Source: an optimization exercise on an open RTL-to-GDS flow (aim: small area). Production flows keep margins and buffers that such runs may drop. Only simulation tests tie the RTL to the original design; equivalence was not proved. No driver is modelled on the clock port, so clocking that relies on it looks cheaper here than on a real chip. Power is estimated from default activity; no workload was simulated.

==> flow/design.v <==
module bbtx_pt (
    input  wire        clk,
    input  wire        rst,
    input  wire        cmd_valid,
    input  wire [15:0] cmd,
    input  wire        echo_pin,
    output wire        tx_out,
    output reg         trig_out,
    output wire        cmd_ready,
    output wire [15:0] STATUS,
    output wire [31:0] DUR
);
    localparam [8:0]  C_S0   = 9'd0;
    localparam [8:0]  C_TRIG = 9'd261;      
    localparam [8:0]  C_END  = 9'd143;      
    localparam [8:0]  C_RISE = 9'h1ff;      
    reg [9:0]  sr;         
    reg [8:0]  c;          
    reg [15:0] p;          
    reg [1:0]  pst;        
    reg        err;
    reg [1:0]  sync;
    wire is_nop  = (cmd == 16'h0000);
    wire is_txb  = (cmd[15:8] == 8'h10);
    wire is_trig = (cmd == 16'h2000);
    wire is_meas = (cmd == 16'h3000);
    wire is_ill  = !(is_nop || is_txb || is_trig || is_meas);
    wire echo_s  = sync[1];
    wire tx_act  = !(sr[9] && sr[0]);
    wire tx_stop = (sr[9:1] == 9'd0) && sr[0];
    wire c_end   = (c == C_END);
    wire pt_run  = (pst == 2'd1);
    wire fall    = !(c[3] && c[2] && c[1]);      
    wire busy    = tx_act || trig_out || pt_run;
    wire tx_last = tx_stop && c_end;
    wire txb_rdy = !busy || tx_last;
    wire ready = is_txb ? txb_rdy :
                 (is_trig || is_meas) ? !busy :
                 1'b1;
    assign cmd_ready = !rst && ready;
    wire go_txb  = cmd_valid && is_txb && txb_rdy;
    wire go_trig = cmd_valid && is_trig && !busy;
    wire go_meas = cmd_valid && is_meas && !busy;
    wire go_ill  = cmd_valid && is_ill;
    assign tx_out = sr[0];
    assign STATUS = {9'd0, txb_rdy, err, pst, trig_out, tx_act, busy};
    assign DUR    = {16'd0, ~p & {16{pst == 2'd2}}};
    wire p_end = !(p[15] | p[12] | p[11] | p[10] | p[6]);      
    wire cont  = fall ? echo_s : !echo_s;                        
    wire rise_to_fall = pt_run && !fall && echo_s;
    wire tick  = fall ? (c[1] & c[0]) : 1'b1;
    wire jmode = pt_run && fall;                                 
    always @(posedge clk) begin
        if (!busy)                      c <= cmd[12] ? (cmd[13] ? C_RISE : C_S0) : C_TRIG;
        else if (c_end || rise_to_fall) c <= C_S0;
        else                            c <= {c[7:0], jmode ? ~c[1] : ~(c[8] ^ c[4])};
        if (go_meas)           p <= ~16'd1;
        else if (rise_to_fall) p <= ~16'd0;
        else                   p <= p - (pt_run && cont && tick);
        if (rst) begin
            sr       <= 10'h3ff;
            trig_out <= 1'b0;
            pst      <= 2'd0;
            err      <= 1'b0;
            sync[0]  <= 1'b0;
        end else begin
            if (go_txb)                sr <= {1'b1, cmd[7:0], 1'b0};
            else if (c_end && tx_stop) sr[9] <= 1'b1;
            else if (c_end && tx_act)  sr <= {1'b0, sr[9:1]};
            if (go_trig)    trig_out <= 1'b1;
            else if (c_end) trig_out <= 1'b0;
            if (go_meas) pst <= 2'd1;
            else if (pt_run) begin
                if (cont && p_end)      pst <= 2'd3;
                else if (!cont && fall) pst <= 2'd2;
            end
            if (go_ill) err <= 1'b1;
            sync[0] <= echo_pin;
        end
        sync[1] <= sync[0];
    end
endmodule
==> flow/flow/run.sh <==
#!/bin/bash
# The standard layout, with these changes:
#  1. the combinational logic of the standard synthesis is re-mapped by ABC
#     for area (sequential cells untouched, same cells and names), see
#     remap.tcl.  Several ABC scripts are tried (deepsyn with a range of
#     seeds, then amap or &nf) and the smallest netlist is kept;
#  2. port buffers use the smallest buffer, sky130_fd_sc_hd__buf_1;
#  3. the clock tree is built by hand (pre_cts.tcl): the flip-flops are split
#     into 4 groups by position, each driven by one clock buffer, the
#     smallest that keeps the clock-pin slew under 115 ps;
#  4. one tie cell drives all constant outputs (no tie fanout repair).
# Each tool's output goes to its own log file in this folder.
set -euo pipefail
export BUFFER_PORTS_ARGS="-buffer_cell sky130_fd_sc_hd__buf_1"
export CTS_ARGS="-sink_clustering_enable -repair_clock_nets -dont_use_dummy_load"
export SKIP_REPAIR_TIE_FANOUT=1
export PRE_CTS_TCL=$PWD/flow/pre_cts.tcl
export MY_CLK_GROUPS=4
export MY_CLK_BUFS="sky130_fd_sc_hd__clkbuf_2 sky130_fd_sc_hd__clkbuf_4 sky130_fd_sc_hd__clkbuf_8 sky130_fd_sc_hd__clkbuf_16"
export MY_CLK_SLEW=0.115
R=orfs/results/${FLOW_PLATFORM}/bbtx_pt/base
YOSYS=${YOSYS_EXE:-$FLOW_HOME/../tools/install/yosys/bin/yosys}
[[ -x $YOSYS ]] || YOSYS=yosys
LIB=$FLOW_HOME/platforms/sky130hd/lib/sky130_fd_sc_hd__tt_025C_1v80.lib
NJ=${NUM_CORES:-4}

bash standard.sh synth > log_1_synth.log 2>&1
cp $R/1_2_yosys.v $R/1_2_yosys_standard.v
nseq_std=$(grep -cE "sky130_fd_sc_hd__[a-z]*(df|dl)[a-z0-9_]* " $R/1_2_yosys_standard.v || true)

mkdir -p remap
names=()
for S in 0 1 2 3 5 7 9 11 13 17 21; do
  printf 'strash\ndc2\n&get -n\n&deepsyn -T 20 -S %s\n&put\ndch -f\namap\ntopo\n' $S > remap/am$S.script
  printf 'strash\ndc2\n&get -n\n&deepsyn -T 20 -S %s\n&dch -f\n&nf -R 1000\n&put\n' $S > remap/nf$S.script
  printf 'strash\ndc2\n&get -n\n&deepsyn -T 20 -S %s\n&dch -f\n&nf -p -C 32 -F 8 -A 8 -R 1000\n&put\n' $S > remap/np$S.script
  names+=(am$S nf$S np$S)
done
run_remap() {
  REMAP_LIB=$LIB REMAP_IN=$R/1_2_yosys_standard.v REMAP_OUT=remap/$1.v \
  REMAP_SCRIPT=remap/$1.script REMAP_DU="$(cat flow/dontuse.txt)" \
    timeout 600 $YOSYS -c flow/remap.tcl > log_2_remap_$1.log 2>&1 || true
}
i=0
for s in "${names[@]}"; do
  run_remap $s &
  i=$((i+1)); if (( i % NJ == 0 )); then wait; fi
done
wait

best=""; best_area=""
for s in "${names[@]}"; do
  [[ -s remap/$s.v && -s remap/$s.v.stat ]] || continue
  nseq=$(grep -cE "sky130_fd_sc_hd__[a-z]*(df|dl)[a-z0-9_]* " remap/$s.v || true)
  area=$(grep -m1 "Chip area for top module" remap/$s.v.stat | awk '{print $NF}')
  echo "remap $s: $area ($nseq sequential cells, standard $nseq_std)" >> log_2_remap_choice.log
  [[ $nseq == $nseq_std && -n $area ]] || continue
  if [[ -z $best ]] || awk -v a=$area -v b=$best_area 'BEGIN{exit !(a<b)}'; then best=$s; best_area=$area; fi
done
echo "chosen: ${best:-standard} ($best_area)" >> log_2_remap_choice.log
if [[ -n $best ]]; then
  cp remap/$best.v $R/1_2_yosys.v
  rm -f $R/1_synth.odb $R/1_synth.sdc
fi
bash standard.sh > log_3_layout.log 2>&1
==> flow/flow/dontuse.txt <==
-dont_use sky130_fd_sc_hd__lpflow_bleeder_1 -dont_use sky130_fd_sc_hd__lpflow_clkbufkapwr_1 -dont_use sky130_fd_sc_hd__lpflow_clkbufkapwr_16 -dont_use sky130_fd_sc_hd__lpflow_clkbufkapwr_2 -dont_use sky130_fd_sc_hd__lpflow_clkbufkapwr_4 -dont_use sky130_fd_sc_hd__lpflow_clkbufkapwr_8 -dont_use sky130_fd_sc_hd__lpflow_clkinvkapwr_1 -dont_use sky130_fd_sc_hd__lpflow_clkinvkapwr_16 -dont_use sky130_fd_sc_hd__lpflow_clkinvkapwr_2 -dont_use sky130_fd_sc_hd__lpflow_clkinvkapwr_4 -dont_use sky130_fd_sc_hd__lpflow_clkinvkapwr_8 -dont_use sky130_fd_sc_hd__lpflow_decapkapwr_12 -dont_use sky130_fd_sc_hd__lpflow_decapkapwr_3 -dont_use sky130_fd_sc_hd__lpflow_decapkapwr_4 -dont_use sky130_fd_sc_hd__lpflow_decapkapwr_6 -dont_use sky130_fd_sc_hd__lpflow_decapkapwr_8 -dont_use sky130_fd_sc_hd__lpflow_inputiso0n_1 -dont_use sky130_fd_sc_hd__lpflow_inputiso0p_1 -dont_use sky130_fd_sc_hd__lpflow_inputiso1n_1 -dont_use sky130_fd_sc_hd__lpflow_inputiso1p_1 -dont_use sky130_fd_sc_hd__lpflow_inputisolatch_1 -dont_use sky130_fd_sc_hd__lpflow_isobufsrc_1 -dont_use sky130_fd_sc_hd__lpflow_isobufsrc_16 -dont_use sky130_fd_sc_hd__lpflow_isobufsrc_2 -dont_use sky130_fd_sc_hd__lpflow_isobufsrc_4 -dont_use sky130_fd_sc_hd__lpflow_isobufsrc_8 -dont_use sky130_fd_sc_hd__lpflow_isobufsrckapwr_16 -dont_use sky130_fd_sc_hd__lpflow_lsbuf_lh_hl_isowell_tap_1 -dont_use sky130_fd_sc_hd__lpflow_lsbuf_lh_hl_isowell_tap_2 -dont_use sky130_fd_sc_hd__lpflow_lsbuf_lh_hl_isowell_tap_4 -dont_use sky130_fd_sc_hd__lpflow_lsbuf_lh_isowell_4 -dont_use sky130_fd_sc_hd__lpflow_lsbuf_lh_isowell_tap_1 -dont_use sky130_fd_sc_hd__lpflow_lsbuf_lh_isowell_tap_2 -dont_use sky130_fd_sc_hd__lpflow_lsbuf_lh_isowell_tap_4 -dont_use sky130_fd_sc_hd__probe_p_8 -dont_use sky130_fd_sc_hd__probec_p_8 
==> flow/flow/pre_cts.tcl <==
# Clock tree by hand, sourced before CTS (which then finds the clock already
# buffered and leaves it).  The flip-flops are split into MY_CLK_GROUPS groups
# by recursive bisection of their positions; each group gets one clock buffer
# at its centre, driven straight from the clock port.  Each buffer is the
# smallest of MY_CLK_BUFS whose flip-flop clock-pin slew (placement parasitics)
# stays under MY_CLK_SLEW ns.
set ng $::env(MY_CLK_GROUPS)
set bufs $::env(MY_CLK_BUFS)
set target $::env(MY_CLK_SLEW)
set_propagated_clock [all_clocks]
set clk_net [[[ord::get_db_block] findBTerm clk] getNet]
set clk_net [$clk_net getName]
set sinks {}
foreach p [get_pins -of_objects [get_nets $clk_net]] {
  if {[get_property $p direction] ne "input"} { continue }
  set inst [[sta::sta_to_db_pin $p] getInst]
  set loc [$inst getLocation]
  lappend sinks [list [lindex $loc 0] [lindex $loc 1] $p]
}
proc bisect {pts n} {
  if {$n <= 1 || [llength $pts] < 2} { return [list $pts] }
  set xs [lmap q $pts {lindex $q 0}]; set ys [lmap q $pts {lindex $q 1}]
  set dx [expr {[tcl::mathfunc::max {*}$xs] - [tcl::mathfunc::min {*}$xs]}]
  set dy [expr {[tcl::mathfunc::max {*}$ys] - [tcl::mathfunc::min {*}$ys]}]
  set k [expr {$dx >= $dy ? 0 : 1}]
  set s [lsort -integer -index $k $pts]
  set n1 [expr {$n / 2}]
  set cut [expr {[llength $s] * $n1 / $n}]
  return [concat [bisect [lrange $s 0 [expr {$cut-1}]] $n1] [bisect [lrange $s $cut end] [expr {$n - $n1}]]]
}
set groups {}
set gi 0
foreach g [bisect $sinks $ng] {
  set sx 0; set sy 0; set pins {}
  foreach q $g { set sx [expr {$sx + [lindex $q 0]}]; set sy [expr {$sy + [lindex $q 1]}]; lappend pins [lindex $q 2] }
  set cx [expr {$sx / [llength $g] / 1000.0}]; set cy [expr {$sy / [llength $g] / 1000.0}]
  set before [lmap i [[ord::get_db_block] getInsts] {$i getName}]
  insert_buffer -buffer_cell [lindex $bufs 0] -net $clk_net -load_pins $pins -location [list $cx $cy] \
    -buffer_name clkbuf_g$gi -net_name clk_g$gi
  set name ""
  foreach i [[ord::get_db_block] getInsts] {
    if {[string match clkbuf_g$gi* [$i getName]] && [lsearch -exact $before [$i getName]] < 0} { set name [$i getName] }
  }
  lappend groups [list $name $pins]
  incr gi
}
proc group_slew {pins} {
  set mx 0
  foreach p $pins { set s [get_property $p slew_max]; if {$s > $mx} { set mx $s } }
  return $mx
}
foreach g $groups {
  lassign $g name pins
  foreach b $bufs {
    replace_cell [get_cells $name] [get_lib_cells */$b]
    estimate_parasitics -placement
    set s [group_slew $pins]
    if {$s < $target} { break }
  }
  puts "clock group $name: [llength $pins] sinks, $b, slew [format %.1f [expr {$s * 1000}]] ps"
}
==> flow/flow/remap.tcl <==
# Re-map the combinational logic of the standard synthesis netlist for area.
# The flip-flops are kept as they are (same cells, same instance names).
yosys -import
set lib $::env(REMAP_LIB)
read_liberty -overwrite -setattr liberty_cell -ignore_miss_func $lib
read_verilog $::env(REMAP_IN)
hierarchy -top $::env(FLOW_TOP)
# keep every sequential cell (flip-flops, latches) as it is
foreach m {sky130_fd_sc_hd__*df* sky130_fd_sc_hd__*dl* sky130_fd_sc_hd__*sdf*} {
  setattr -mod -set keep_hierarchy 1 $m
}
flatten
opt_clean -purge
abc -script $::env(REMAP_SCRIPT) -liberty $lib {*}$::env(REMAP_DU)
opt_clean -purge
splitnets
opt_clean -purge
hilomap -singleton -hicell sky130_fd_sc_hd__conb_1 HI -locell sky130_fd_sc_hd__conb_1 LO
insbuf -buf sky130_fd_sc_hd__buf_4 A X
tee -o $::env(REMAP_OUT).stat stat -liberty $lib
select $::env(FLOW_TOP)
write_verilog -noattr -nohex -nodec -selected $::env(REMAP_OUT)
==> flow/standard.sh <==
#!/bin/bash
# synth_recipe.tcl (not shown) runs the flow's synth.tcl, then flattens the netlist and writes it again
# the make line also repeats each setting of config.mk as NAME=value (left out here)
make -C /OpenROAD-flow-scripts/flow DESIGN_CONFIG=/design/flow/config.mk WORK_HOME=/design/flow/orfs CLKGATE_MAP_FILE= SYNTH_SCRIPT=/design/flow/synth_recipe.tcl "${@:-finish}"
==> flow/config.mk <==
export PLATFORM = sky130hd
export DESIGN_NAME = bbtx_pt
export DESIGN_NICKNAME = bbtx_pt
export VERILOG_FILES = /design/flow/design.v
export SDC_FILE = /design/flow/constraint.sdc
export NUM_CORES = 4
export LEC_CHECK = 0
export CAP_MARGIN = 20
export CORE_MARGIN = 2
export CORE_UTILIZATION = 40
export SLEW_MARGIN = 20
==> flow/constraint.sdc <==
create_clock -name core_clock -period 8.0 [get_ports {clk}]
set_input_delay 1.6000 -clock core_clock [delete_from_list [all_inputs] [get_ports {clk}]]
set_output_delay 1.6000 -clock core_clock [all_outputs]
set_load 0.01 [all_outputs]
==> flow_summary.json, run 1 <==
{
  "outcome": "no timing/DRC/antenna violations",
  "place_hpwl_um": 2710,
  "relSlewSlack": 0.392,
  "grt_remaining_overflow": 0,
  "drtIter0Drc": 59,
  "tightest_slew_ns": 0.908,
  "synth.net_count": 249,
  "path_max_fanout": 3,
  "antenna_found_initial": 0,
  "final_cell_mix": "45 x nor2_1, 45 x buf_1, 41 x dfxtp_1",
  "wl_per_cell_um": 11.9,
  "place_area_um2": 1900,
  "endpoint_kind": "primary output",
  "grt_max_degree": 26,
  "gp_congestion": 0.765,
  "power.density_nw_per_um2": 161,
  "grt_pass1_wl_um": 6180,
  "postRouteAntennaNets": 0,
  "portBuffers": 45,
  "ys_warn_count": 1,
  "post_cts_resized": 0,
  "worstPathArrival_ns": 3.01,
  "vias": 1533,
  "crit_path_top_delay_cell": "or4_1",
  "die_h_um": 72.6,
  "drtPass1Iterations": 4,
  "fin_skew_ns": 0.0282,
  "cts_setup_buffers": 0,
  "max-vdd-ir-drop_mv": 0.100,
  "rsz0062_at_grt": "no",
  "fp.dieW_um": 72.6,
  "insertion_delay_ns": 0.16,
  "grt.total_usage": 0.137,
  "fin_setup_tns_ns": 0,
  "synthCells": 229,
  "finalWirelength_um": 3580,
  "pin_count": 71,
  "swShare": 0.215,
  "slowest_delay_ns": 0.50,
  "combPwrFrac": 0.064,
  "p_int_w": 0.000244,
  "antenna_cells": 0,
  "grt_pass1_vias": 1399,
  "start_util": 0.423,
  "postLayoutCellArea_um2": 1930,
  "core_um2": 4440,
  "power.switching_w": 0.0000670,
  "hold_violations": 0,
  "viasPerCell": 5.09,
  "row_count": 24,
  "finalCritPeriodShare": 0.576,
  "holdCritPathClass": "reg -> reg",
  "worst-endpoint-required_ns": 6.40,
  "timing.final.crit_period_ns": 4.61,
  "holdBufCountCts": 0,
  "final-setup-viol-count": 0,
  "maxCapViolCount": 0,
  "p_clk_frac": 0.258,
  "area_growth_syn_to_layout_pct": 2.79,
  "drive_gt1_frac": 0.0161,
  "route.detailed.drc": 0,
  "clk_pin_slew_ns": 0.10,
  "slew_viol_final": 0,
  "nNetsFinal": 271,
  "cp_common_cell": "buf_1",
  "dieArea_um2": 5270,
  "syn_avg_cell_area_um2": 8.21,
  "fin_hold_ws_ns": 0.372,
  "syn_area_um2": 1880,
  "fmax_mhz": 217,
  "cp-start-kind": "input pin",
  "criticalPathCategory": "in -> out",
  "seq_power_share": 0.678,
  "leakagePower_nw": 0.696,
  "path_cells": "buf_1 -> or4_1 -> nor3_1 -> nand3_1 -> nor2b_1 -> a211oi_1 -> buf_1"
}
power by group through the flow:
| stage | logic [W] | registers, W | clock network [W] |
|---|---|---|---|
| final | 0.0000199 | 0.000211 | 0.0000803 |
| after global routing | 0.0000229 | 0.000212 | 0.0000907 |
| after CTS | 0.0000199 | 0.000211 | 0.0000833 |
| after detailed placement | 0.0000199 | 0.000216 | 0 |
| after global placement | 0.0000198 | 0.000216 | 0 |
| after floorplan | 0.0000226 | 0.000215 | 0 |
final timing paths:
path                              start   endpoint  slack [ns]  depth (start not counted)
worst max-delay path             cmd[8]  cmd_ready        3.39                          7
worst min register to register  sync[0]    sync[1]        0.37                          0
worst max register to register     c[1]      p[15]        3.90                         15
worst min-delay path            sync[0]    sync[1]        0.37                          0
metrics by stage:
stage / power, W / setup WS [ns] / utilization / std cells
after detailed placement: 0.000236 / 3.40 / 0.427 / 297
after global routing: 0.000326 / 3.24 / 0.435 / 301
after global placement: 0.000236 / 3.48 / 0.427 / 297
final: 0.000311 / 3.39 / 0.435 / 301
after floorplan: 0.000238 / 3.71 / - / 229
after CTS: 0.000314 / 3.39 / 0.435 / 301
routing by layer:
layer | up-vias | global-route usage | part of all wire
met1 | 696 | 0.198 | 0.49
met5 | - | 0 | 0
met3 | 5 | 0.00833 | 0.035
met2 | 19 | 0.229 | 0.46
met4 | 0 | 0.0226 | 0.019
li1 | 813 | - | -
worst max-delay path: cells and delay by family:
kind,cells,cell delay [ns]
compound gates,1,0.10
buf+inv,2,0.22
simple gates,4,1.08
flip-flops by register name (all words and copies together) (netlist names):
signal and cells:
pst 2, err 1, p 16, sr 10
sync 2, c 9, trig_out 1
layout make-up, without the clock buffers:
cell class,instances,area [um^2]
multi-input cells,156,831
flip-flops and latches,41,821
well taps,52,65.1
repair buffers,45,169
fillers,462,2510
inverters,3,11.3
==> run 2, diff against run 1 <==
--- a/flow/design.v
+++ b/flow/design.v
@@ -9,5 +9,5 @@
     output wire        cmd_ready,
     output wire [15:0] STATUS,
-    output wire [31:0] DUR
+    output reg  [31:0] DUR
 );
     localparam [8:0]  C_S0   = 9'd0;
@@ -45,5 +45,4 @@
     assign tx_out = sr[0];
     assign STATUS = {9'd0, txb_rdy, err, pst, trig_out, tx_act, busy};
-    assign DUR    = {16'd0, ~p & {16{pst == 2'd2}}};
     wire p_end = !(p[15] | p[12] | p[11] | p[10] | p[6]);      
     wire cont  = fall ? echo_s : !echo_s;                        
@@ -61,4 +60,5 @@
             sr       <= 10'h3ff;
             trig_out <= 1'b0;
+            DUR      <= 32'd0;
             pst      <= 2'd0;
             err      <= 1'b0;
@@ -70,4 +70,6 @@
             if (go_trig)    trig_out <= 1'b1;
             else if (c_end) trig_out <= 1'b0;
+            if (go_meas) DUR[15:0] <= 16'd0;
+            else if (pt_run && !cont && fall) DUR[15:0] <= ~p;
             if (go_meas) pst <= 2'd1;
             else if (pt_run) begin
==> run 2 against run 1 <==
  * Area after synthesis grew 28%
  * Sequential cell count grew 16
  * Critical path depth is the same
  * Combinational power grew 2%
  * Clock power grew 41%
  * Hold slack lost 0.035 ns
  * Via count grew 17%
  * Sequential power grew 37%
  * Maximum frequency is essentially flat
  * Die area grew 27%
==> flow_summary.json, run 2 <==
{
  "place_area_um2": 2350,
  "synthCells": 287,
  "cts_setup_buffers": 0,
  "gp_congestion": 0.813,
  "postRouteAntennaNets": 0,
  "grt_pass1_wl_um": 7250,
  "ys_warn_count": 1,
  "slew_viol_final": 0,
  "power.density_nw_per_um2": 177,
  "fmax_mhz": 217,
  "antenna_cells": 0,
  "grt_max_degree": 26,
  "layout_commonest_cell": "dfxtp_1",
  "pin_count": 71,
  "grt_remaining_overflow": 0,
  "synth.net_count": 307,
  "criticalPathCategory": "in -> out",
  "hold_violations": 0,
  "drtIter0Drc": 79,
  "relSlewSlack": 0.386,
  "final-setup-viol-count": 0,
  "core_um2": 5890,
  "drtPass1Iterations": 4,
  "dp.cells": 363,
  "rsz0062_at_grt": "no",
  "fp.dieW_um": 81.7,
  "row_count": 28,
  "wl_per_cell_um": 11.6,
  "finalWirelength_um": 4250,
  "worst-endpoint-required_ns": 6.40,
  "fillerInstances": 624,
  "reg_top3": "DUR x16, p x16, sr x10",
  "fin_setup_tns_ns": 0,
  "tightest_slew_ns": 0.915,
  "cp-start-kind": "input pin",
  "viasPerCell": 4.87,
  "holdCritPathClass": "reg -> reg",
  "outcome": "no timing/DRC/antenna violations",
  "post_cts_resized": 0,
  "timing.final.crit_period_ns": 4.61,
  "syn_area_um2": 2410,
  "grt_pass1_vias": 1663,
  "drive_gt1_frac": 0.0171,
  "finalCritPeriodShare": 0.576,
  "syn_avg_cell_area_um2": 8.41,
  "leakagePower_nw": 0.843,
  "max-vdd-ir-drop_mv": 0.105,
  "maxCapViolCount": 0,
  "start_util": 0.410,
  "area_growth_syn_to_layout_pct": -0.519,
  "route.detailed.drc": 0,
  "vias": 1788,
  "nNetsFinal": 314,
  "place_hpwl_um": 3230,
  "grt.total_usage": 0.130,
  "die_h_um": 81.7,
  "endpoint_kind": "primary output",
  "holdBufCountCts": 0,
  "worstPathArrival_ns": 3.01,
  "fin_skew_ns": 0.00360,
  "antenna_found_initial": 0,
  "postLayoutCellArea_um2": 2400,
  "dieArea_um2": 6670,
  "insertion_delay_ns": 0.15,
  "portBuffers": 45,
  "final_cell_mix": "57 x dfxtp_1, 45 x nand2_1, 45 x buf_1",
  "path_max_fanout": 3,
  "fin_cells": 367,
  "clk_pin_slew_ns": 0.09,
  "final_core_util": 0.408
}
## run 2: metrics by stage
step | total power (W) | hold WS (ns) | setup WS, ns
after floorplan | 0.000319 | 0.310 | 3.67
after global placement | 0.000317 | 0.313 | 3.45
after detailed placement | 0.000318 | 0.315 | 3.39
after CTS | 0.000430 | 0.336 | 3.37
after global routing | 0.000442 | 0.342 | 3.26
final | 0.000424 | 0.337 | 3.39
## run 2: metal layers
metal / GRT usage / part of all wire
met1: 0.175 / 0.48
met2: 0.232 / 0.46
met3: 0.0165 / 0.056
met4: 0.0117 / 0.0031
met5: 0 / 0
## run 2: critical path: stages
cell and delay [ns]:
buf_1 0.06, or4_1 0.50, nor3_1 0.26, nand3_1 0.16, nor2b_1 0.17, a211oi_1 0.09, buf_1 0.15
## run 2: final timing paths
path,cells past startpoint,startpoint,slack (ns),to
setup reg to reg,11,pst[0],4.29,p[15]
setup / recovery,7,cmd[11],3.39,cmd_ready
hold / removal,0,sync[0],0.34,sync[1]
hold reg to reg,0,sync[0],0.34,sync[1]
## run 2: layout make-up, without the clock buffers
cell class / count / area (um^2) / share of cell area
Multi-Input combinational cell: 184 / 931 / 0.388
Sequential cell: 57 / 1140 / 0.475
Tap cell: 75 / 93.8 / 0.0391
Timing Repair Buffer: 46 / 176 / 0.0735
Inverter: 1 / 3.75 / 0.00156
## run 2: power breakdown
part,switching (W),internal (W)
combinational,0.0000139,0.00000639
sequential,0.00000289,0.000287
clock,0.0000675,0.0000460
total,0.0000843,0.000340

## afterwards: timing with drivers on the ports
The results above use ideal ports. As a check the final layouts listed here were re-extracted and re-timed, cells and wires unchanged. Step 1: set_driving_cell puts a clkbuf_16 on clk and a buf_2 on each other input, an assumption about the parent block. Step 2 times the ports against the registers' clock, not the clock port: input delays grow and output delays shrink by t, the midpoint of the rising clock arrivals with the driver on. a / b / c = ideal / step 1 / step 2; a / b = the first two.
run | t (ns) | slack for setup (ns) | worst setup path after step 2 | slew at the worst register clock pin (ns)
run 1 | 0.198 | 3.393 / 3.374 / 3.374 | input to output | 0.10 / 0.10
run 2 | 0.199 | 3.394 / 3.373 / 3.373 | input to output | 0.09 / 0.09
After both steps setup and hold are still met in every run listed. For run 2, which loses most, drivers alone change the setup slack by -0.021 ns; drivers and shift together by -0.021 ns.
